This is an optimization exercise on Yosys and OpenROAD, whose aim is small area, a short achievable clock period and few clock cycles, not a production implementation.
In this exercise RTL edits were held to simulation tests only and were not proved equivalent to the original.
Power is estimated from default activity; no workload was simulated.

==> design.v <==
module vwac (
  input  wire        clk,
  input  wire        rst,         
  input  wire        bus_valid,   
  input  wire        bus_write,   
  input  wire [11:0] bus_addr,    
  input  wire [31:0] bus_wdata,
  output wire [31:0] bus_rdata    
);
  localparam [3:0] S_IDLE    = 4'd0,
                   S_FAULT   = 4'd1,
                   S_BADCMD  = 4'd2,
                   S_ESTART  = 4'd3,
                   S_ESCAN   = 4'd4,
                   S_EPACK   = 4'd5,
                   S_ECOMMIT = 4'd6,
                   S_DSTART  = 4'd7,
                   S_DGEN    = 4'd8,
                   S_DCOMMIT = 4'd9;
  localparam [3:0] R_SUCCESS  = 4'h0,
                   R_NOFIT    = 4'h1,
                   R_FOREIGN  = 4'h2,
                   R_BAD_ID   = 4'h9,
                   R_BAD_U16  = 4'hA,
                   R_BAD_U8   = 4'hB,
                   R_BAD_CODE = 4'hC,
                   R_BAD_LEN  = 4'hD,
                   R_BAD_CMD  = 4'hE;
  localparam [2:0] K_PUNCT = 3'd0,
                   K_UPPER = 3'd1,
                   K_LOWER = 3'd2,
                   K_DIGIT = 3'd3,
                   K_ACCNT = 3'd4,
                   K_OTHER = 3'd5;
  localparam [1:0] M_ALPHA = 2'd0, M_LATIN = 2'd1, M_UTF = 2'd2;
  function [3:0] step_of;
    input [3:0] id;
    step_of = (id == 4'd0 || id >= 4'd10) ? 4'd8 :
              (id >= 4'd9) ? 4'd7 : (id >= 4'd6) ? 4'd6 :
              (id >= 4'd3) ? 4'd5 : 4'd4;
  endfunction
  function [5:0] cap_of;
    input [3:0] id;
    cap_of = (id == 4'd0 || id >= 4'd10) ? 6'd14 :
             (id >= 4'd9) ? 6'd16 : (id >= 4'd6) ? 6'd18 :
             (id >= 4'd3) ? 6'd22 : 6'd28;
  endfunction
  function [3:0] punct_idx;
    input [15:0] u;
    case (u)
      16'h0020: punct_idx = 4'd0;
      16'h005F: punct_idx = 4'd1;
      16'h002E: punct_idx = 4'd2;
      16'h002D: punct_idx = 4'd3;
      16'h003A: punct_idx = 4'd4;
      16'h002F: punct_idx = 4'd5;
      16'h002B: punct_idx = 4'd6;
      16'h002C: punct_idx = 4'd7;
      16'h0027: punct_idx = 4'd8;
      16'h0040: punct_idx = 4'd9;
      default:  punct_idx = 4'hF;
    endcase
  endfunction
  function [7:0] mark_of;
    input [3:0] idx;
    case (idx)
      4'd0: mark_of = 8'h20;
      4'd1: mark_of = 8'h5F;
      4'd2: mark_of = 8'h2E;
      4'd3: mark_of = 8'h2D;
      4'd4: mark_of = 8'h3A;
      4'd5: mark_of = 8'h2F;
      4'd6: mark_of = 8'h2B;
      4'd7: mark_of = 8'h2C;
      4'd8: mark_of = 8'h27;
      default: mark_of = 8'h40;
    endcase
  endfunction
  function [10:0] classify;
    input [15:0] u;
    reg [3:0] pi;
    begin
      pi = punct_idx(u);
      if (pi != 4'hF)                                    classify = {K_PUNCT, 4'd0, pi};
      else if (u >= 16'h41 && u <= 16'h5A)               classify = {K_UPPER, u[7:0]};
      else if (u >= 16'h61 && u <= 16'h7A)               classify = {K_LOWER, u[7:0]};
      else if (u >= 16'h30 && u <= 16'h39)               classify = {K_DIGIT, u[7:0]};
      else if (u >= 16'hC0 && u <= 16'hFF && u != 16'hD7 && u != 16'hF7)
                                                         classify = {K_ACCNT, u[7:0]};
      else                                               classify = {K_OTHER, 8'd0};
    end
  endfunction
  function [8:0] keep_of;
    input [10:0] c;
    case (c[10:8])
      K_PUNCT:
        case (c[3:0])
          4'd0:       keep_of = 9'h1EF;
          4'd1:       keep_of = 9'h1FC;
          4'd2, 4'd3: keep_of = 9'h1BF;
          4'd4:       keep_of = 9'h0AE;
          4'd5:       keep_of = 9'h0AC;
          4'd6, 4'd7: keep_of = 9'h0B3;
          4'd8:       keep_of = 9'h0A1;
          default:    keep_of = 9'h0B0;
        endcase
      K_UPPER: keep_of = 9'h1C4;
      K_LOWER: keep_of = 9'h1F8;
      K_DIGIT: keep_of = 9'h163;
      K_ACCNT: keep_of = 9'h100;
      default: keep_of = 9'h000;
    endcase
  endfunction
  function [6:0] enc_code;
    input [3:0] id;
    input [7:0] b;
    reg [3:0] pi;
    reg       isd, isu, isl, isp;
    reg [6:0] base, add, pc;
    begin
      pi  = punct_idx({8'd0, b});
      isp = (pi != 4'hF);
      isd = (b[7:4] == 4'h3);              
      isu = (b[7:5] == 3'b010);            
      isl = (b[7:5] == 3'b011);            
      base = isd ? {3'd0, b[3:0]} : (isu | isl) ? {2'd0, b[4:0]} : b[6:0];
      add = 7'd0; pc = 7'd0;
      case (id)
        4'd1: case (pi)
                4'd0: pc = 7'h0A; 4'd2: pc = 7'h0B; 4'd3: pc = 7'h0C;
                4'd6: pc = 7'h0D; 4'd7: pc = 7'h0E; default: pc = 7'h0F;
              endcase
        4'd2: case (pi)
                4'd0: pc = 7'h0A; 4'd3: pc = 7'h0C; 4'd4: pc = 7'h0D;
                4'd6: pc = 7'h0E; default: pc = 7'h0F;
              endcase
        4'd3, 4'd4: pc = (pi == 4'd0) ? 7'h00 : 7'h1A + {3'd0, pi};
        4'd5: case (pi)
                4'd7: pc = 7'h00; 4'd1: pc = 7'h1B; 4'd2: pc = 7'h1C;
                4'd3: pc = 7'h1D; 4'd6: pc = 7'h1E; default: pc = 7'h1F;
              endcase
        4'd6: begin
                add = isd ? 7'd1 : 7'd10;
                pc = (pi == 4'd0) ? 7'h00 : 7'h24 + {3'd0, pi};
              end
        4'd7: begin
                add = isd ? 7'd1 : isu ? 7'd10 : 7'd36;
                pc = (pi == 4'd0) ? 7'h00 : 7'h3F;
              end
        4'd8: begin
                add = isu ? 7'd0 : 7'd26;
                pc = (pi == 4'd0) ? 7'h00 : 7'h34 + {3'd0, pi};
              end
        default: begin
                add = isd ? 7'd1 : isu ? 7'd10 : isl ? 7'd36 :
                      (b <= 8'hD6) ? 7'h7F : (b <= 8'hF6) ? 7'h7E : 7'h7D;
                pc = (pi == 4'd0) ? 7'h00 : (pi == 4'd2) ? 7'h7E : 7'h7F;
              end
      endcase
      enc_code = isp ? pc : base + add;
    end
  endfunction
  function [8:0] lut_dec;
    input [3:0] id;
    input [7:0] g;
    reg [7:0] off; reg none; reg mark; reg [3:0] mi;
    begin
      none = 1'b0; mark = 1'b0; mi = 4'd0; off = 8'd0;
      case (id)
        4'd1: if (g <= 8'd9) off = 8'h30;
              else begin mark = 1'b1;
                case (g[2:0]) 3'd2: mi = 4'd0; 3'd3: mi = 4'd2; 3'd4: mi = 4'd3; 3'd5: mi = 4'd6; 3'd6: mi = 4'd7; default: mi = 4'd8; endcase
              end
        4'd2: if (g <= 8'd9) off = 8'h30;
              else if (g == 8'd11) none = 1'b1;
              else begin mark = 1'b1;
                case (g[2:0]) 3'd2: mi = 4'd0; 3'd4: mi = 4'd3; 3'd5: mi = 4'd4; 3'd6: mi = 4'd6; default: mi = 4'd7; endcase
              end
        4'd3, 4'd4:
              if (g == 8'd0) mark = 1'b1;
              else if (g <= 8'd26) off = (id == 4'd3) ? 8'h40 : 8'h60;
              else begin mark = 1'b1; mi = g[3:0] - 4'hA; end
        4'd5: if (g == 8'd0) begin mark = 1'b1; mi = 4'd7; end
              else if (g <= 8'd26) off = 8'h60;
              else begin mark = 1'b1;
                case (g[2:0]) 3'd3: mi = 4'd1; 3'd4: mi = 4'd2; 3'd5: mi = 4'd3; 3'd6: mi = 4'd6; default: mi = 4'd9; endcase
              end
        4'd6: if (g == 8'd0) mark = 1'b1;
              else if (g <= 8'd10) off = 8'h2F;
              else if (g <= 8'd36) off = 8'h56;
              else if (g <= 8'd45) begin mark = 1'b1; mi = g[3:0] - 4'h4; end
              else none = 1'b1;
        4'd7: if (g == 8'd0) mark = 1'b1;
              else if (g <= 8'd10) off = 8'h2F;
              else if (g <= 8'd36) off = 8'h36;
              else if (g <= 8'd62) off = 8'h3C;
              else begin mark = 1'b1; mi = 4'd1; end
        4'd8: if (g == 8'd0) mark = 1'b1;
              else if (g <= 8'd26) off = 8'h40;
              else if (g <= 8'd52) off = 8'h46;
              else if (g <= 8'd57) begin mark = 1'b1; mi = g[3:0] - 4'h4; end
              else none = 1'b1;
        4'd9: if (g == 8'd0) mark = 1'b1;
              else if (g <= 8'd10) off = 8'h2F;
              else if (g <= 8'd36) off = 8'h36;
              else if (g <= 8'd62) off = 8'h3C;
              else if (g <= 8'd85) off = 8'h81;
              else if (g <= 8'd116) off = 8'h82;
              else if (g <= 8'd124) off = 8'h83;
              else if (g == 8'd125) none = 1'b1;
              else begin mark = 1'b1; mi = (g == 8'd126) ? 4'd2 : 4'd3; end
        default: off = 8'd0;    
      endcase
      lut_dec = {none, mark ? mark_of(mi) : g + off};
    end
  endfunction
  reg [15:0]  char_in [0:63];
  reg [15:0]  in_len;
  reg [11:0]  hdr;
  reg [111:0] payload;        
  reg [3:0]   pv;
  reg [4:0]   out_len;
  reg         out_wide;
  reg [223:0] co;             
  reg [3:0]   st;
  reg         st_done, st_ok, st_ovr;
  reg [3:0]   st_res;
  wire busy  = (st != S_IDLE) && (st != S_FAULT);
  wire fault = (st == S_FAULT);
  reg [111:0] acc;            
  reg [111:0] stg;            
  reg         rec_ok;         
  reg         rec_wide;
  reg [4:0]   rec_n;
  reg [5:0]   r;              
  reg         wq_v;           
  reg [5:0]   wq_k;
  reg [4:0]   pi;             
  reg         v;              
  reg [15:0]  u_r;
  reg         a_lat;          
  reg [8:0]   a_keep;
  reg [2:0]   a_unres;        
  reg         a_ubad, a_upend;
  reg [3:0]   a_ub;           
  reg [1:0]   pk_mode;
  reg [3:0]   pk_id;
  reg [3:0]   pk_s;
  reg [5:0]   pk_len;
  reg [1:0]   bi;
  reg [1:0]   carry;
  reg         v3;             
  reg [7:0]   cd_r;
  reg [2:0]   wc;             
  reg [6:0]   wb;
  reg [1:0]   ph;             
  reg [6:0]   bp;
  reg [2:0]   gc;
  reg [7:0]   gg;
  reg [5:0]   gn;
  reg [4:0]   nout;
  reg [1:0]   cc;
  reg [17:0]  cacc;
  reg [1:0]   lc;
  reg [9:0]   hsp;
  wire rd_req  = bus_valid & ~bus_write;
  wire wr_req  = bus_valid & bus_write;
  wire a_lo    = (bus_addr[11:8] == 4'h0);
  wire a_cin   = (bus_addr[11:8] == 4'h1);
  wire a_cout  = (bus_addr[11:8] == 4'h2);
  wire [5:0] a_k = bus_addr[7:2];
  wire wr_ok   = wr_req & ~busy;
  wire wr_cin  = wr_ok & a_cin;
  wire wr_reg  = wr_ok & a_lo & (bus_addr[7:6] == 2'b00);
  wire wr_pay  = wr_ok & a_lo & (bus_addr[7:6] == 2'b01) & (bus_addr[5:4] == 2'b00);
  wire wr_cmd  = wr_reg & (bus_addr[5:2] == 4'd0) & ~fault & (bus_wdata[1:0] != 2'd0);
  wire wr_inl  = wr_reg & (bus_addr[5:2] == 4'd3);
  wire wr_hdr  = wr_reg & (bus_addr[5:2] == 4'd4);
  wire        eng_pk  = (st == S_EPACK) | (st == S_ESTART);
  wire [4:0]  eng_idx = eng_pk ? pi : wq_v ? wq_k[4:0] : r[4:0];
  reg  [15:0] cin_q0, cin_q1, cin_q2, cin_q3, eng_q;
  integer e;
  always @* begin
    cin_q0 = 16'd0;
    cin_q1 = 16'd0;
    cin_q2 = 16'd0;
    cin_q3 = 16'd0;
    for (e = 0; e < 16; e = e + 1) begin
      cin_q0 = cin_q0 | ({16{a_cin & (a_k == e)}}      & char_in[e]);
      cin_q1 = cin_q1 | ({16{a_cin & (a_k == 16 + e)}} & char_in[16+e]);
      cin_q2 = cin_q2 | ({16{a_cin & (a_k == 32 + e)}} & char_in[32+e]);
      cin_q3 = cin_q3 | ({16{a_cin & (a_k == 48 + e)}} & char_in[48+e]);
    end
    eng_q = 16'd0;
    for (e = 0; e < 28; e = e + 1)
      eng_q = eng_q | ({16{eng_idx == e}} & char_in[e]);
  end
  reg  [27:0] co_live;
  reg  [7:0]  co_lo, co_hi;
  integer j;
  always @* begin
    for (j = 0; j < 28; j = j + 1)
      co_live[j] = (j < out_len);
    co_lo = 8'd0;
    for (j = 0; j < 28; j = j + 1)
      co_lo = co_lo | ({8{a_cout & (a_k == j) & co_live[j]}} & co[8*j +: 8]);
    co_hi = 8'd0;
    for (j = 0; j < 14; j = j + 1)
      co_hi = co_hi | ({8{a_cout & (a_k == j) & co_live[j] & out_wide}} & co[8*(14+j) +: 8]);
  end
  wire [15:0] co_unit = {co_hi, co_lo};    
  wire a_reg = a_lo & (bus_addr[7:6] == 2'b00);
  wire a_pay = a_lo & (bus_addr[7:6] == 2'b01) & (bus_addr[5:4] == 2'b00);
  wire [31:0] rd_reg =
      ({32{bus_addr[5:2] == 4'd1}} & {23'd0, st_ovr, st_res, fault, st_ok, st_done, busy})
    | ({32{bus_addr[5:2] == 4'd2}} & 32'd112)
    | ({32{bus_addr[5:2] == 4'd3}} & {16'd0, in_len})
    | ({32{bus_addr[5:2] == 4'd4}} & {20'd0, hdr})
    | ({32{bus_addr[5:2] == 4'd5}} & {27'd0, out_len});
  wire [31:0] rd_pay =
      ({32{(bus_addr[3:2] == 2'd0) & pv[0]}} & payload[31:0])
    | ({32{(bus_addr[3:2] == 2'd1) & pv[1]}} & payload[63:32])
    | ({32{(bus_addr[3:2] == 2'd2) & pv[2]}} & payload[95:64])
    | ({32{(bus_addr[3:2] == 2'd3) & pv[3]}} & {16'd0, payload[111:96]});
  wire [31:0] rd_oth =
      ({32{a_reg}} & rd_reg)
    | ({32{a_pay}} & rd_pay);
  reg  [15:0] rq_0, rq_1, rq_2, rq_3;
  reg  [31:0] rq_oth;
  reg  [15:0] rq_co;
  always @(posedge clk) begin
    rq_co  <= co_unit;
    rq_0   <= cin_q0;
    rq_1   <= cin_q1;
    rq_2   <= cin_q2;
    rq_3   <= cin_q3;
    rq_oth <= rd_oth;
  end
  assign bus_rdata = rq_oth | {16'd0, rq_co | rq_0 | rq_1 | rq_2 | rq_3};
  wire [15:0] cin_d = bus_wdata[15:0] & {16{~rst}};
  genvar gi;
  generate
    for (gi = 0; gi < 64; gi = gi + 1) begin : g_cin
      always @(posedge clk)
        if (rst | (wr_cin & (a_k == gi)))
          char_in[gi] <= cin_d;
    end
  endgenerate
  wire        u_byte = (u_r[15:8] == 8'd0);
  wire [10:0] ucls   = classify({8'd0, u_r[7:0]});
  wire [8:0]  ukeep  = {9{u_byte}} & keep_of(ucls);
  wire        u_pun  = u_byte & (ucls[10:8] == K_PUNCT);
  wire [2:0]  uunres = {u_pun & (ucls[3:0] == 4'd1),
                        u_pun & (ucls[3:0] >= 4'd6),
                        u_pun & (ucls[3:0] == 4'd2)};
  wire        u_hs   = (u_r[15:10] == 6'b110110);
  wire        u_ls   = (u_r[15:10] == 6'b110111);
  wire [1:0]  u_nb   = (u_r[15:7] == 9'd0) ? 2'd1 : (u_r[15:11] == 5'd0) ? 2'd2 : 2'd3;
  wire        f_lat   = a_lat & u_byte;
  wire [8:0]  f_keep  = a_keep & ukeep;
  wire [2:0]  f_unres = a_unres | uunres;
  reg         f_ubad, f_upend;
  reg  [4:0]  f_ubs;
  always @* begin
    f_ubad = a_ubad; f_upend = a_upend; f_ubs = {1'b0, a_ub};
    if (a_upend) begin
      if (u_ls) begin f_upend = 1'b0; f_ubs = f_ubs + 5'd4; end
      else f_ubad = 1'b1;
    end else if (u_hs) f_upend = 1'b1;
    else if (u_ls)     f_ubad = 1'b1;
    else               f_ubs = f_ubs + {3'd0, u_nb};
  end
  wire [3:0] f_ub = f_ubs[4] ? 4'hF : f_ubs[3:0];
  wire        L_big   = (in_len > 16'd28);
  wire        L_zero  = (in_len == 16'd0);
  wire        L_short = (in_len <= 16'd14);
  wire [4:0]  L5      = in_len[4:0];
  wire [8:0]  capm = {(L5 <= 5'd16), {3{L5 <= 5'd18}}, {3{L5 <= 5'd22}}, 2'b11};
  wire [8:0]  okm  = a_keep & capm & ~{a_unres[2], a_unres[1], 5'b00000, a_unres[0], 1'b0};
  reg  [3:0]  win;
  integer wi;
  always @* begin
    win = 4'd0;
    for (wi = 9; wi >= 1; wi = wi - 1)
      if (okm[wi-1]) win = wi;
  end
  wire        scanned = (r == in_len[5:0]) & ~v;
  wire [3:0]  wstep = step_of(win);
  wire [2:0]  lsm   = in_len[2:0] * wstep[2:0];
  wire [2:0]  wpad  = 3'd0 - lsm;
  wire [6:0]  pk_code = enc_code(pk_id, u_r[7:0]);
  wire [10:0] hs_w    = {1'b0, u_r[9:0]} + 11'h040;
  reg  [7:0]  ubyte;
  reg  [1:0]  unb;
  always @* begin
    unb = u_nb; ubyte = u_r[7:0];
    if (u_hs) begin
      unb = 2'd2;
      ubyte = (bi == 2'd0) ? {5'b11110, hs_w[10:8]} : {2'b10, hs_w[7:2]};
    end else if (u_ls) begin
      unb = 2'd2;
      ubyte = (bi == 2'd0) ? {2'b10, carry, u_r[9:6]} : {2'b10, u_r[5:0]};
    end else if (u_nb == 2'd2)
      ubyte = (bi == 2'd0) ? {3'b110, u_r[10:6]} : {2'b10, u_r[5:0]};
    else if (u_nb == 2'd3)
      ubyte = (bi == 2'd0) ? {4'b1110, u_r[15:12]} :
              (bi == 2'd1) ? {2'b10, u_r[11:6]} : {2'b10, u_r[5:0]};
  end
  wire pk_last = (pk_mode != M_UTF) | (bi == unb - 2'd1);
  reg  [14:0] comb;
  always @* begin
    case (pk_s)
      4'd4:    comb = {4'd0, wb, cd_r[3:0]};
      4'd5:    comb = {3'd0, wb, cd_r[4:0]};
      4'd6:    comb = {2'd0, wb, cd_r[5:0]};
      4'd7:    comb = {1'd0, wb, cd_r[6:0]};
      default: comb = {wb, cd_r[7:0]};
    endcase
  end
  wire [3:0]  tot     = {1'b0, wc} + pk_s;
  wire [7:0]  wbyte   = comb >> (tot[2:0]);
  wire [111:0] acc_sh = {acc[103:0], wbyte};
  wire [1:0] h_tag = hdr[11:10];
  wire [3:0] h_id  = hdr[9:6];
  wire [5:0] h_len = hdr[5:0];
  wire [3:0] h_step = step_of(h_id);
  wire       pay_zero = ((payload[31:0] == 32'd0)   | ~pv[0]) & ((payload[63:32] == 32'd0)   | ~pv[1])
                      & ((payload[95:64] == 32'd0)  | ~pv[2]) & ((payload[111:96] == 16'd0) | ~pv[3]);
  wire       pbit  = payload[bp] & pv[bp[6:5]];
  wire [8:0] gdec  = lut_dec(h_id, gg);
  wire       g_cont = (gg[7:6] == 2'b10);
  reg        g_bad;
  reg [20:0] g_cp;
  always @* begin
    g_bad = 1'b0; g_cp = 21'd0;
    if (gg[7] == 1'b0) begin
      g_cp = {14'd0, gg[6:0]};
      if (cc != 2'd0) g_bad = 1'b1;
    end else if (gg >= 8'hC2 && gg <= 8'hDF) begin
      g_cp = {10'd0, gg[4:0], cacc[17:12]};
      if (cc != 2'd1) g_bad = 1'b1;
    end else if (gg[7:4] == 4'hE) begin
      g_cp = {5'd0, gg[3:0], cacc[17:6]};
      if (cc != 2'd2) g_bad = 1'b1;
      if (gg == 8'hE0 && lc[1] == 1'b0) g_bad = 1'b1;
      if (gg == 8'hED && lc[1] == 1'b1) g_bad = 1'b1;
    end else if (gg >= 8'hF0 && gg <= 8'hF4) begin
      g_cp = {gg[2:0], cacc};
      if (cc != 2'd3) g_bad = 1'b1;
      if (gg == 8'hF0 && lc == 2'b00) g_bad = 1'b1;
      if (gg == 8'hF4 && lc != 2'b00) g_bad = 1'b1;
    end else
      g_bad = 1'b1;
  end
  wire [20:0] g_cpm = g_cp - 21'h10000;
  wire        g_sup = (g_cp[20:16] != 5'd0);
  wire sc_restart = wq_v & (wq_k == 6'd0);
  wire sc_drop    = wq_v & (wq_k != 6'd0) & (wq_k < r);
  wire sc_rd      = wq_v & ((wq_k == 6'd0) | ((wq_k == r) & (r <= 6'd27)));
  wire fold_st = (st == S_IDLE) | (st == S_FAULT) | (st == S_ESCAN) | (st == S_ESTART);
  wire consume = v & pk_last & (st == S_EPACK);
  reg  rd_now;
  always @* begin
    case (st)
      S_IDLE, S_FAULT: rd_now = sc_rd;
      S_ESCAN:         rd_now = ({10'd0, r} < in_len);
      S_ESTART:        rd_now = scanned;
      S_EPACK:         rd_now = ({11'd0, pi} < in_len) & (~v | consume);
      default:         rd_now = 1'b0;
    endcase
  end
  wire fold_now = v & fold_st & ~sc_restart & ~sc_drop;
  wire pk_end = v3 & ~v & ({11'd0, pi} == in_len);
  wire est_go   = (st == S_ESTART) & ~L_big;
  wire est_pack = scanned & (L_short ? (a_lat | (~(a_ubad | a_upend) & (a_ub <= 4'd14)))
                                     : (win != 4'd0));
  wire enc_commit = (st == S_EPACK && pk_end) || st == S_ECOMMIT;
  wire acc_clr  = est_go & (L_zero | est_pack);
  wire dg_ins_a = (st == S_DGEN) & (ph == 2'd1) & (h_id != 4'd0) & ~gdec[8];
  wire dg_ins_u = (st == S_DGEN) & (ph == 2'd1) & (h_id == 4'd0) & ~g_cont & ~g_bad;
  wire dg_ins_h = (st == S_DGEN) & (ph == 2'd2);
  wire dg_ins   = dg_ins_a | dg_ins_u | dg_ins_h;
  reg  [7:0] dg_lo, dg_hi;
  always @* begin
    if (dg_ins_a)      begin dg_lo = gdec[7:0]; dg_hi = acc[111:104]; end
    else if (dg_ins_h) begin dg_lo = hsp[7:0];  dg_hi = {6'b110110, hsp[9:8]}; end
    else if (g_sup)    begin dg_lo = g_cpm[7:0]; dg_hi = {6'b110111, g_cpm[9:8]}; end
    else               begin dg_lo = g_cp[7:0];  dg_hi = g_cp[15:8]; end
  end
  wire acc_shift = ((st == S_EPACK) & v3 & tot[3]) | dg_ins;
  wire [7:0] acc_in = (st == S_EPACK) ? wbyte : dg_lo;
  reg [111:0] dc_lo, dc_hi;
  always @* begin
    for (j = 0; j < 14; j = j + 1) begin
      dc_lo[8*j +: 8] = char_in[j][7:0];
      dc_hi[8*j +: 8] = (pk_mode == M_UTF) ? char_in[j][15:8] : char_in[14+j][7:0];
    end
  end
  always @(posedge clk)
    if (enc_commit | acc_shift | acc_clr)
      acc <= enc_commit ? dc_lo : acc_shift ? {acc[103:0], acc_in} : 112'd0;
  always @(posedge clk)
    if (enc_commit | dg_ins)
      stg <= enc_commit ? dc_hi : {stg[103:0], dg_hi};
  wire co_load = ((st == S_DSTART) & (h_tag == 2'b10) & ~pay_zero & rec_ok) | (st == S_DCOMMIT);
  always @(posedge clk)
    if (co_load) co <= {stg, acc};
  wire [3:0] pay_wr = {4{wr_pay}} & {bus_addr[3:2] == 2'd3, bus_addr[3:2] == 2'd2,
                                     bus_addr[3:2] == 2'd1, bus_addr[3:2] == 2'd0};
  genvar gw;
  generate
    for (gw = 0; gw < 4; gw = gw + 1) begin : g_pay
      localparam integer W = (gw == 3) ? 16 : 32;
      always @(posedge clk)
        if (pay_wr[gw] | enc_commit)
          payload[32*gw +: W] <= pay_wr[gw] ? bus_wdata[W-1:0] : acc_sh[32*gw +: W];
    end
  endgenerate
  always @(posedge clk)
    if (rst) pv <= 4'd0;
    else if (enc_commit) pv <= 4'hF;
    else pv <= pv | pay_wr;
  always @(posedge clk) begin
    if (rst) begin
      st <= S_IDLE;
      st_done <= 1'b0; st_ok <= 1'b0; st_ovr <= 1'b0; st_res <= 4'd0;
      in_len <= 16'd0; hdr <= 12'd0;
      out_len <= 5'd0; out_wide <= 1'b0;
      rec_ok <= 1'b0; rec_wide <= 1'b0; rec_n <= 5'd0;
      r <= 6'd0; wq_v <= 1'b0; v <= 1'b0;
      a_lat <= 1'b1; a_keep <= 9'h1FF; a_unres <= 3'd0;
      a_ubad <= 1'b0; a_upend <= 1'b0; a_ub <= 4'd0;
    end else begin
      if (rd_now) begin
        u_r <= eng_q;
        if (eng_pk) pi <= pi + 5'd1;
        else r <= {1'b0, eng_idx} + 6'd1;
      end
      if (rd_now) v <= 1'b1;
      else if (fold_now | consume) v <= 1'b0;
      if (fold_now) begin
        a_lat <= f_lat; a_keep <= f_keep; a_unres <= f_unres;
        a_ubad <= f_ubad; a_upend <= f_upend; a_ub <= f_ub;
      end
      if (wr_req & busy) st_ovr <= 1'b1;
      if (wr_inl) in_len <= bus_wdata[15:0];
      if (wr_hdr) begin hdr <= bus_wdata[11:0]; rec_ok <= 1'b0; end
      if (wr_pay) rec_ok <= 1'b0;
      wq_v <= wr_cin;
      wq_k <= a_k;
      if (sc_restart | sc_drop) begin
        a_lat <= 1'b1; a_keep <= 9'h1FF; a_unres <= 3'd0;
        a_ubad <= 1'b0; a_upend <= 1'b0; a_ub <= 4'd0;
      end
      if (sc_drop) begin
        r <= 6'd0; v <= 1'b0;
      end
      if (wr_cmd) begin
        st_done <= 1'b0; st_ok <= 1'b0; st_res <= 4'd0; st_ovr <= 1'b0;
        pi <= 5'd0;
        case (bus_wdata[1:0])
          2'd1:    st <= S_ESTART;
          2'd2:    st <= S_DSTART;
          default: st <= S_BADCMD;
        endcase
      end
      case (st)
        S_BADCMD: begin
          st_done <= 1'b1; st_res <= R_BAD_CMD; st <= S_FAULT;
        end
        S_ESTART: begin
          if (L_big) begin
            v <= 1'b0;
            st_done <= 1'b1; st_res <= R_NOFIT; st <= S_IDLE;
          end else if (L_zero) begin
            v <= 1'b0;
            wb <= 7'd0; cd_r <= 8'd0; wc <= 3'd0; pk_s <= 4'd8;
            pk_id <= 4'd0; pk_len <= 6'd0; pk_mode <= M_LATIN;
            st <= S_ECOMMIT;
          end else if (!scanned) begin
            if (!v) begin
              if (r > in_len[5:0]) begin
                r <= 6'd0;
                a_lat <= 1'b1; a_keep <= 9'h1FF; a_unres <= 3'd0;
                a_ubad <= 1'b0; a_upend <= 1'b0; a_ub <= 4'd0;
              end
              st <= S_ESCAN;
            end
          end else if (L_short) begin
            if (a_lat) begin
              pk_mode <= M_LATIN; pk_id <= 4'd10; pk_s <= 4'd8; pk_len <= in_len[5:0];
              bi <= 2'd0; v3 <= 1'b0; wc <= 3'd0; wb <= 7'd0;
              st <= S_EPACK;
            end else if (a_ubad | a_upend) begin
              v <= 1'b0;
              st_done <= 1'b1; st_res <= R_BAD_U16; st <= S_FAULT;
            end else if (a_ub > 4'd14) begin
              v <= 1'b0;
              st_done <= 1'b1; st_res <= R_NOFIT; st <= S_IDLE;
            end else begin
              pk_mode <= M_UTF; pk_id <= 4'd0; pk_s <= 4'd8; pk_len <= {2'b00, a_ub};
              bi <= 2'd0; v3 <= 1'b0; wc <= 3'd0; wb <= 7'd0;
              st <= S_EPACK;
            end
          end else if (win == 4'd0) begin
            v <= 1'b0;
            st_done <= 1'b1; st_res <= R_NOFIT; st <= S_IDLE;
          end else begin
            pk_mode <= M_ALPHA; pk_id <= win; pk_s <= wstep; pk_len <= in_len[5:0];
            bi <= 2'd0; v3 <= 1'b0; wc <= wpad; wb <= 7'd0;
            st <= S_EPACK;
          end
        end
        S_ESCAN: begin
          if (scanned) st <= S_ESTART;
        end
        S_EPACK: begin
          if (v) begin
            if (pk_mode == M_UTF) begin
              bi <= pk_last ? 2'd0 : bi + 2'd1;
              if (u_hs && bi == 2'd1) carry <= hs_w[1:0];
            end
            cd_r <= (pk_mode == M_ALPHA) ? {1'b0, pk_code} :
                    (pk_mode == M_UTF)   ? ubyte : u_r[7:0];
          end
          v3 <= v;
          if (v3) begin
            wc <= tot[2:0];
            wb <= comb[6:0];
          end
          if (pk_end) st <= S_ECOMMIT;
        end
        default: ;
      endcase
      if ((st == S_EPACK && pk_end) || st == S_ECOMMIT) begin
        hdr <= {2'b10, pk_id, pk_len};
        rec_ok <= 1'b1; rec_n <= L5; rec_wide <= (pk_mode == M_UTF);
        st_done <= 1'b1; st_ok <= 1'b1; st_res <= R_SUCCESS; st <= S_IDLE;
      end
      case (st)
        S_DSTART: begin
          if (h_tag != 2'b10) begin
            st_done <= 1'b1; st_res <= R_FOREIGN; st <= S_IDLE;
          end else if (pay_zero) begin
            out_len <= 5'd0;
            st_done <= 1'b1; st_ok <= 1'b1; st_res <= R_SUCCESS; st <= S_IDLE;
          end else if (rec_ok) begin
            out_len <= rec_n; out_wide <= rec_wide;
            st_done <= 1'b1; st_ok <= 1'b1; st_res <= R_SUCCESS; st <= S_IDLE;
          end else if (h_id > 4'd10) begin
            st_done <= 1'b1; st_res <= R_BAD_ID; st <= S_FAULT;
          end else if (h_len > cap_of(h_id)) begin
            st_done <= 1'b1; st_res <= R_BAD_LEN; st <= S_FAULT;
          end else begin
            ph <= 2'd0; bp <= 7'd0; gc <= 3'd0; gg <= 8'd0; gn <= h_len; nout <= 5'd0;
            cc <= 2'd0; cacc <= 18'd0;
            if (h_len == 6'd0) begin
              rec_ok <= 1'b1; rec_n <= 5'd0; rec_wide <= (h_id == 4'd0);
              st <= S_DCOMMIT;
            end else
              st <= S_DGEN;
          end
        end
        S_DGEN: begin
          case (ph)
            2'd0: begin
              gg[gc] <= pbit;
              bp <= bp + 7'd1;
              if ({1'b0, gc} == h_step - 4'd1) ph <= 2'd1;
              else gc <= gc + 3'd1;
            end
            2'd1: begin
              gg <= 8'd0; gc <= 3'd0;
              if (h_id != 4'd0) begin
                if (gdec[8]) begin
                  st_done <= 1'b1; st_res <= R_BAD_CODE; st <= S_FAULT;
                end else begin
                  nout <= nout + 5'd1;
                  gn <= gn - 6'd1;
                  if (gn == 6'd1) begin
                    rec_ok <= 1'b1; rec_n <= nout + 5'd1; rec_wide <= 1'b0;
                    st <= S_DCOMMIT;
                  end else
                    ph <= 2'd0;
                end
              end else if (g_cont) begin
                gn <= gn - 6'd1;
                if (cc == 2'd3 || gn == 6'd1) begin
                  st_done <= 1'b1; st_res <= R_BAD_U8; st <= S_FAULT;
                end else begin
                  cacc <= {gg[5:0], cacc[17:6]};
                  cc <= cc + 2'd1;
                  lc <= gg[5:4];
                  ph <= 2'd0;
                end
              end else if (g_bad) begin
                st_done <= 1'b1; st_res <= R_BAD_U8; st <= S_FAULT;
              end else begin
                gn <= gn - 6'd1;
                cc <= 2'd0; cacc <= 18'd0;
                nout <= nout + 5'd1;
                if (g_sup) begin
                  hsp <= g_cpm[19:10];
                  ph <= 2'd2;
                end else begin
                  if (gn == 6'd1) begin
                    rec_ok <= 1'b1; rec_n <= nout + 5'd1; rec_wide <= 1'b1;
                    st <= S_DCOMMIT;
                  end else
                    ph <= 2'd0;
                end
              end
            end
            default: begin
              nout <= nout + 5'd1;
              if (gn == 6'd0) begin
                rec_ok <= 1'b1; rec_n <= nout + 5'd1; rec_wide <= 1'b1;
                st <= S_DCOMMIT;
              end else
                ph <= 2'd0;
            end
          endcase
        end
        S_DCOMMIT: begin
          out_len <= rec_n; out_wide <= rec_wide;
          st_done <= 1'b1; st_ok <= 1'b1; st_res <= R_SUCCESS; st <= S_IDLE;
        end
        default: ;
      endcase
    end
  end
endmodule
==> flow/run.sh <==
#!/bin/bash
set -euo pipefail
MARGIN=7
export BUFFER_PORTS_ARGS="-buffer_cell sky130_fd_sc_hd__buf_2"
make() { command make "$@" SETUP_SLACK_MARGIN=$MARGIN; }
export -f make
export MARGIN
bash standard.sh finish > run_flow.log 2>&1
==> standard.sh <==
#!/bin/bash
# synth_recipe.tcl (not shown) runs the flow's synth.tcl, then flattens the netlist and writes it again
# the make line also repeats each setting of config.mk as NAME=value (left out here)
make -C /OpenROAD-flow-scripts/flow DESIGN_CONFIG=/design/flow/config.mk WORK_HOME=/design/flow/orfs CLKGATE_MAP_FILE= SYNTH_SCRIPT=/design/flow/synth_recipe.tcl "${@:-finish}"
==> config.mk <==
export PLATFORM = sky130hd
export DESIGN_NAME = vwac
export DESIGN_NICKNAME = vwac
export VERILOG_FILES = /design/flow/design.v
export SDC_FILE = /design/flow/constraint.sdc
export NUM_CORES = 8
export LEC_CHECK = 0
export CAP_MARGIN = 20
export CORE_MARGIN = 2
export CORE_UTILIZATION = 55
export CTS_CLUSTER_DIAMETER = 90
export CTS_CLUSTER_SIZE = 20
export PLACE_DENSITY = 0.65
export SLEW_MARGIN = 20
==> constraint.sdc <==
create_clock -name core_clock -period 11.0 [get_ports {clk}]
set_input_delay 2.2000 -clock core_clock [delete_from_list [all_inputs] [get_ports {clk}]]
set_output_delay 2.2000 -clock core_clock [all_outputs]
set_load 0.01 [all_outputs]
==> impl_metrics.csv <==
group,metric,value,unit
route,via_per_inst,7.48,
sta,hold_viol_final,0,
synthesis,synthTopCellsByArea,"edfxtp_1 (60%), dfxtp_1 (4.6%), a221oi_1 (4.0%), a22o_1 (4.0%), nand2_1 (3.5%)",
layout,nFillCells,12000,
floorplanning,die_area,0.158,sq mm
synthesis,ys.flop_type,"edfxtp_1",
synthesis,yosys.cell_types.count,94,
floorplanning,fp.coreArea,0.154,sq mm
route,wl_met2,148000,microns
floorplanning,io_pins,80,
placement,post-place-ws,5110,ps
synthesis,synthArstFlopShare,0,
floorplanning,fp.dieH,397,microns
grt,grt_pass1_wl,483000,microns
placement,place.gp.congestion,1.06,
route,wl_met3,53100,microns
min_path,worstHoldPathType,"flop to flop",
layout,multi_input_area,0.0298,sq mm
pwr,ir_worst_vdd,180,uV
clock_tree,cts_tree,"yes",
placement,hpwl,239000,microns
setup_path,worstSetupStartpointType,"flop",
synthesis,yosys.area.top_type,"edfxtp_1",
placement,port_buffers,77,
sta,tightestPinTransition,1110,ps
synthesis,ys_seq_area_frac,0.651,
route,drtIter0Drc,12500,
sta,finalSetupViolations,0,
sta,max_freq,240,MHz
route,wl_met1,127000,microns
grt,antenna_found_initial,25,
layout,area_growth,12.3,%
floorplanning,die_x,397,microns
clock_tree,cts_root_buf,"clkbuf_16",
grt,grt_pass1_vias,59900,
synthesis,synth_cells,6616,
grt,grt-ovfl-total,0,
setup_path,path_class,"flop to flop",
route,dr.pass1.iters,10,
route,vias,66400,
layout,fin_nets,6867,
synthesis,synth_edf_count,1713,
route,maxUsedRoutingLayer,"met5",
sta,fin_setup_tns,0,ps
floorplanning,initial_core_util,0.553,
clock_tree,insertion_delay,800,ps
synthesis,syn_avg_cell_area,12.9,sq um
setup_path,critPathArrivalTime,4620,ps
clock_tree,cts.path.max_buffers,3,
clock_tree,htreeDepth,3,
setup_path,crit_fanout,19,
sta,period_needed,4170,ps
sta,slew_headroom,0.256,
route,drt-total-wl,352000,microns
pwr,power_density,140,mW/mm^2
floorplanning,rows,144,
clock_tree,clock-sinks,1908,
job,maxCapViolations,0,
grt,grt_max_degree,169,
sta,min_period_over_period,0.379,
pwr,p_leak,0.0321,uW
synthesis,synth_top_area_frac,0.605,
clock_tree,numCtsBuffers,109,
clock_tree,ctsHoldBuffers,0,
layout,final_layout_size_suffix_gt1_frac,0.163,
route,wl_per_cell,39.7,microns
synthesis,syn_nets,6756,
layout,seq_area,0.0554,sq mm
status,outcome,"complete, no violations",
synthesis,ys_warn_count,2,
placement,postPlaceCellArea,0.0890,sq mm
sta,setup_ws,6830,ps
route,final_antenna_net_count,0,
sta,finClkSkew,47.4,ps
sta,slew_viol_final,0,
setup_path,cp.required,11450,ps
clock_tree,clk_pin_slew,90,ps
sta,rsz0062_at_grt,"true",
synthesis,synth_area,0.0850,sq mm
route,post-route-drc-count,0,
layout,final_cell_area,0.0955,sq mm
setup_path,end_kind,"flop",
grt,grt_use_total,0.438,
synthesis,ys_ff_latch,1908,
pwr,power.total,13400,uW
[worst max-delay path: stages, from the launching register on]
cell      delay [ps]
dfxtp_1          320
buf_4            260
xor2_4           230
buf_4            150
and3_1           470
o21ai_0          280
nor2b_1          190
buf_4            290
a221oi_2         620
nand4_1          390
or3_1            610
[layer usage]
metal | global-route usage | vias up
met5 | 0 | -
met1 | 0.588 | 32800
met4 | 0.228 | 22
met2 | 0.628 | 5867
li1 | - | 26600
met3 | 0.154 | 1177
[final cells by class]
cell class,count,share of cell area
flip-flops and latches,1908,0.580
multi-input cells,4173,0.313
repair buffers,443,0.0410
clock buffers,194,0.0328
well taps,2044,0.0268
inverters,92,0.00381
clock inverters,13,0.00236
diodes,12,0.000314
[synth_stat cells (33+ instances only)]
cell / instances
a211oi_1: 46
a21oi_1: 152
a221oi_1: 384
a222oi_1: 45
a22o_1: 384
a22oi_1: 156
a31oi_1: 145
and2_1: 52
and3_1: 47
clkbuf_1: 386
dfxtp_1: 195
edfxtp_1: 1713
ha_1: 88
inv_1: 91
mux2_2: 93
mux2i_1: 45
mux4_2: 45
nand2_1: 793
nand2b_1: 40
nand3_1: 86
nand4_1: 137
nor2_1: 414
nor2b_1: 45
nor3_1: 91
nor4_1: 61
o21ai_0: 317
or3_1: 33
[per-stage QoR]
stage / std cells / hold WS, ps / util
CTS: 8848 / 424 / 0.617
global route: 8870 / 436 / 0.620
floorplan: 6616 / 400 / -
detailed placement: 8507 / 405 / 0.579
global placement: 8505 / 406 / 0.579
finish: 8879 / 426 / 0.621
[cell families (layout without fill, tap and decap cells)]
| family | count (synthesis) | after routing | share of synthesized area |
|---|---|---|---|
| flops | 1908 | 1908 | 0.651 |
| simple gates | 1925 | 1933 | 0.106 |
| other cells | 0 | 12 | 0 |
| xor+xnor | 51 | 51 | 0.00550 |
| buf+inv | 543 | 742 | 0.0254 |
| fa+ha+maj | 92 | 92 | 0.0139 |
| mux | 183 | 183 | 0.0295 |
| compound gates | 1914 | 1914 | 0.168 |
[cells in the final DEF, fill, tap and decap left out, types with 23 or more instances in the layout]
| cell type | netlist | routed |
|---|---|---|
| a211oi_1 | 46 | 37 |
| a21oi_1 | 152 | 144 |
| a221oi_1 | 384 | 374 |
| a222oi_1 | 45 | 45 |
| a22o_1 | 384 | 384 |
| a22oi_1 | 156 | 155 |
| a31oi_1 | 145 | 144 |
| and2_1 | 52 | 52 |
| and3_1 | 47 | 43 |
| buf_12 | 0 | 48 |
| buf_2 | 10 | 69 |
| buf_4 | 20 | 304 |
| clkbuf_1 | 386 | 81 |
| clkbuf_16 | 0 | 114 |
| dfxtp_1 | 195 | 161 |
| dfxtp_2 | 0 | 25 |
| edfxtp_1 | 1713 | 1713 |
| ha_1 | 88 | 77 |
| inv_1 | 91 | 84 |
| mux2_2 | 93 | 93 |
| mux2i_1 | 45 | 43 |
| mux4_2 | 45 | 45 |
| nand2_1 | 793 | 761 |
| nand2b_1 | 40 | 39 |
| nand3_1 | 86 | 79 |
| nand4_1 | 137 | 137 |
| nor2_1 | 414 | 366 |
| nor2_4 | 0 | 35 |
| nor2b_1 | 45 | 23 |
| nor3_1 | 91 | 69 |
| nor4_1 | 61 | 39 |
| o21a_1 | 23 | 23 |
| o21ai_0 | 317 | 242 |
| o21ai_2 | 0 | 35 |
| o21ai_4 | 0 | 36 |
| o22ai_1 | 26 | 25 |
| or3_1 | 33 | 30 |
| xnor2_1 | 31 | 28 |
[worst paths after layout]
| kind | startpoint | end | slack, ps | depth (start not counted) |
|---|---|---|---|---|
| worst min-delay path | stg[107] | co[219] | 430 | 0 |
| worst max register to register | st[1] | u_r[5] | 6830 | 10 |
| worst min register to register | stg[107] | co[219] | 430 | 0 |
| worst max-delay path | st[1] | u_r[5] | 6830 | 10 |
[power breakdown]
| part | internal [uW] | switching (uW) | total (uW) |
|---|---|---|---|
| logic | 101 | 344 | 445 |
| clock network | 1990 | 2470 | 4460 |
| registers | 8190 | 281 | 8470 |
[sequential cells by signal, indices dropped and copies added, names as in the netlist, 12 cells and up]
signal   flops
acc        112
cacc        18
char_in   1024
co         224
hdr         12
in_len      16
payload    112
rq_0        16
rq_1        16
rq_2        16
rq_3        16
rq_co       16
rq_oth      32
stg        112
u_r         16
[timing repair]
action | in CTS | in global routing
gates resized for setup | 241 | 82
buffers inserted | 125 | 18
endpoints found under the setup margin | 1752 | 1230
cloned | 9 | 1
pin swaps | 86 | 30
Testbench counts, summed over its fixed seeds: cycles 51,062.

==> afterwards: timing with drivers on the ports <==
The results above use ideal ports. As a check the final layout listed here was re-extracted and re-timed, cells and wires unchanged.
Step 1 assumes that a clkbuf_16 drives the clock port and a buf_2 every other input.
Step 2, shift: input delay + t, output delay - t, t = (earliest + latest rising clock arrival at the registers) / 2. This alone moves slack from input paths to output paths.
Three values: no drivers, after step 1, after step 2; two values: the first two.
t (ns): 0.856
slack for setup (ns): 6.827 / 6.793 / 6.138
pins driven straight from the clock port: 1
After both steps this run still meets setup and hold. For this run, drivers alone change the setup slack by -0.034 ns; drivers and shift together by -0.689 ns.
